This is an optimization exercise on Yosys and OpenROAD, whose aim is small area, a short achievable clock period and few clock cycles, not a production implementation. Function was checked by simulation only, so behaviour that the tests miss may differ from the original.

// pmask_rast
module pmask_rast (
    input  wire        clk,
    input  wire        rst,
    input  wire        reg_en,
    input  wire        reg_we,
    input  wire [1:0]  reg_size,
    input  wire [11:0] reg_addr,
    input  wire [31:0] reg_wdata,
    output reg  [31:0] reg_rdata,
    output reg         reg_err,
    input  wire        mem_en,
    input  wire        mem_we,
    input  wire [1:0]  mem_size,
    input  wire [31:0] mem_addr,
    input  wire [31:0] mem_wdata,
    output wire [31:0] mem_rdata,
    output reg         mem_err
);
    localparam OP_RASTERIZE = 4'd1;
    localparam OP_CLEAR     = 4'd2;
    localparam OP_DRAW_RECT = 4'd3;
    localparam ERR_NONE     = 2'd0;
    localparam ERR_SIZE     = 2'd1;
    localparam ERR_RECT     = 2'd2;
    localparam ERR_ILLEGAL  = 2'd3;
    function [8:0] div256;
        input [8:0] v;
        begin
            case (v)
            9'd1: div256 = 9'd256;
            9'd2: div256 = 9'd128;
            9'd3: div256 = 9'd85;
            9'd4: div256 = 9'd64;
            9'd5: div256 = 9'd51;
            9'd6: div256 = 9'd42;
            9'd7: div256 = 9'd36;
            9'd8: div256 = 9'd32;
            9'd9: div256 = 9'd28;
            9'd10: div256 = 9'd25;
            9'd11: div256 = 9'd23;
            9'd12: div256 = 9'd21;
            9'd13: div256 = 9'd19;
            9'd14: div256 = 9'd18;
            9'd15: div256 = 9'd17;
            9'd16: div256 = 9'd16;
            9'd17: div256 = 9'd15;
            9'd18: div256 = 9'd14;
            9'd19: div256 = 9'd13;
            9'd20: div256 = 9'd12;
            9'd21: div256 = 9'd12;
            9'd22: div256 = 9'd11;
            9'd23: div256 = 9'd11;
            9'd24: div256 = 9'd10;
            9'd25: div256 = 9'd10;
            9'd26: div256 = 9'd9;
            9'd27: div256 = 9'd9;
            9'd28: div256 = 9'd9;
            9'd29: div256 = 9'd8;
            9'd30: div256 = 9'd8;
            9'd31: div256 = 9'd8;
            9'd32: div256 = 9'd8;
            9'd33: div256 = 9'd7;
            9'd34: div256 = 9'd7;
            9'd35: div256 = 9'd7;
            9'd36: div256 = 9'd7;
            9'd37: div256 = 9'd6;
            9'd38: div256 = 9'd6;
            9'd39: div256 = 9'd6;
            9'd40: div256 = 9'd6;
            9'd41: div256 = 9'd6;
            9'd42: div256 = 9'd6;
  ...
Settings: LEC_CHECK=0, CAP_MARGIN=20, CORE_MARGIN=2, CORE_UTILIZATION=40, SETUP_SLACK_MARGIN=5, SLEW_MARGIN=20, TNS_END_PERCENT=5; clock period 10.0 ns.
standard.sh (not shown) runs the stock make flow with config.mk's settings and CLKGATE_MAP_FILE= SYNTH_SCRIPT=/design/flow/synth_recipe.tcl, a recipe that flattens the netlist after the stock synthesis.
==> flow/flow/run.sh <==
#!/bin/bash
set -euo pipefail
bash standard.sh MATCH_CELL_FOOTPRINT=0 finish > make_finish.log 2>&1
The baseline failed in 1_2_yosys.
Testbench counts at the start, summed over its fixed seeds: cycles 31,719.
==> next run, changes <==
==> flow/run.sh (new file) <==
#!/bin/bash
# synth_recipe.tcl (not shown) runs the flow's synth.tcl, then flattens the netlist and writes it again
# the make line also repeats each setting of config.mk as NAME=value (left out here)
make -C /OpenROAD-flow-scripts/flow DESIGN_CONFIG=/design/flow/config.mk WORK_HOME=/design/flow/orfs CLKGATE_MAP_FILE= SYNTH_SCRIPT=/design/flow/synth_recipe.tcl finish
--- a/flow/config.mk
+++ b/flow/config.mk
@@ -9,3 +9,3 @@
 export CORE_MARGIN = 2
-export CORE_UTILIZATION = 40
+export CORE_UTILIZATION = 55
 export SETUP_SLACK_MARGIN = 5
removed: flow/flow/run.sh
removed: flow/standard.sh
Outcome: The new run did not get past 1_2_yosys.

* * *

Setup of red:
pmask_rast, a different RTL version from the one above (not shown whole).
Size in the first run: roughly 7200 cells after synthesis, roughly 110000 sq um of cells after synthesis.
==> flow/config.mk <==
export PLATFORM = sky130hd
export DESIGN_NAME = pmask_rast
export DESIGN_NICKNAME = pmask_rast
export VERILOG_FILES = /design/flow/design.v
export SDC_FILE = /design/flow/constraint.sdc
export NUM_CORES = 4
export LEC_CHECK = 0
export CAP_MARGIN = 20
export CORE_MARGIN = 2
export CORE_UTILIZATION = 55
export SETUP_SLACK_MARGIN = 5
export SLEW_MARGIN = 20
export TNS_END_PERCENT = 5
==> flow/constraint.sdc <==
create_clock -name core_clock -period 10.0 [get_ports {clk}]
set_input_delay 2.0000 -clock core_clock [delete_from_list [all_inputs] [get_ports {clk}]]
set_output_delay 2.0000 -clock core_clock [all_outputs]
set_load 0.01 [all_outputs]
==> flow/flow/run.sh <==
#!/bin/bash
set -euo pipefail
bash standard.sh MATCH_CELL_FOOTPRINT=0 finish > make_finish.log 2>&1
The final layout from red, which completed every stage, passed the timing, DRC and antenna checks at the end of the flow.
Testbench counts of red, summed over its fixed seeds: cycles 32,090.
The inputs of blue differ from those of red as listed below.
==> flow/run.sh (new file) <==
#!/bin/bash
# synth_recipe.tcl (not shown) runs the flow's synth.tcl, then flattens the netlist and writes it again
# the make line also repeats each setting of config.mk as NAME=value (left out here)
make -C /OpenROAD-flow-scripts/flow DESIGN_CONFIG=/design/flow/config.mk WORK_HOME=/design/flow/orfs CLKGATE_MAP_FILE= SYNTH_SCRIPT=/design/flow/synth_recipe.tcl finish
removed: flow/flow/run.sh
removed: flow/standard.sh
--- outcome ---
Across blue and red, none had a timing, DRC or antenna violation. Re cell depth of the worst flop-to-flop path: blue is 4.2% down on red. In the metrics for blue and red, the one carrying the higher utilization after layout is red. blue: via count of the first global-routing pass about 0.9% above red. red ended up with mem_size[0] as its critical path launch point; blue ended up with mem_addr[1]. Compared blue vs red, and wire length the detailed router placed on met1 is down in blue. Diff blue..red | netlist area before placement | negligible. Count of placed standard cells in the final layout, fillers left out of red is on par with blue. Final instance area | blue below red. In blue the fraction of the cycle the final worst path needs turned out 0.52 points higher than in red. blue vs red, post-CTS setup buffer count went up by about 40%.
diff inputs: blue => green
- CTS_CLUSTER_DIAMETER: unset -> 100
- CTS_CLUSTER_SIZE: unset -> 28
- CORE_UTILIZATION: 55 -> 65
==> run summary <==
Start point of the critical path: mem_addr[23] -> green, mem_addr[1] -> blue
green vs blue, capturing element of the worst setup path: m[437] vs m[618]
From blue to green the numbers moved as follows: first-pass GRT wire length went down 3.6%; count of non-filler cells in the finished layout went down about 6.4%; number of hold violations in the final report held.

[what the ideal ports hide]
The flow's constraints put no driver on any port. The routed layouts listed below were extracted and timed again, unchanged, in two steps. Step 1 sets driving cells, clkbuf_16 on the clock port and buf_2 on the other inputs (assumed; they add their load-dependent delay and slew). Step 2 times the ports against the registers' clock, not the clock port: input delays grow and output delays shrink by t, the midpoint of the rising clock arrivals with the driver on. Three values: ideal ports, drivers, drivers and shift; two values: the first two.
run | t, ns | slack for setup (ns) | worst hold slack (ns) | slew at the worst register clock pin (ns)
red | 0.973 | 4.505 / 4.540 / 3.593 | 0.478 / 0.478 / 0.478 | 0.07 / 0.07
blue | 0.964 | 4.453 / 4.473 / 3.510 | 0.478 / 0.478 / 0.478 | 0.07 / 0.07
green | 0.871 | 3.848 / 3.912 / 3.041 | 0.479 / 0.479 / 0.479 | 0.12 / 0.12
After both steps setup and hold are still met in every run listed. The setup slack of blue, which loses most, moves by +0.020 ns with the drivers and by -0.943 ns with both steps.
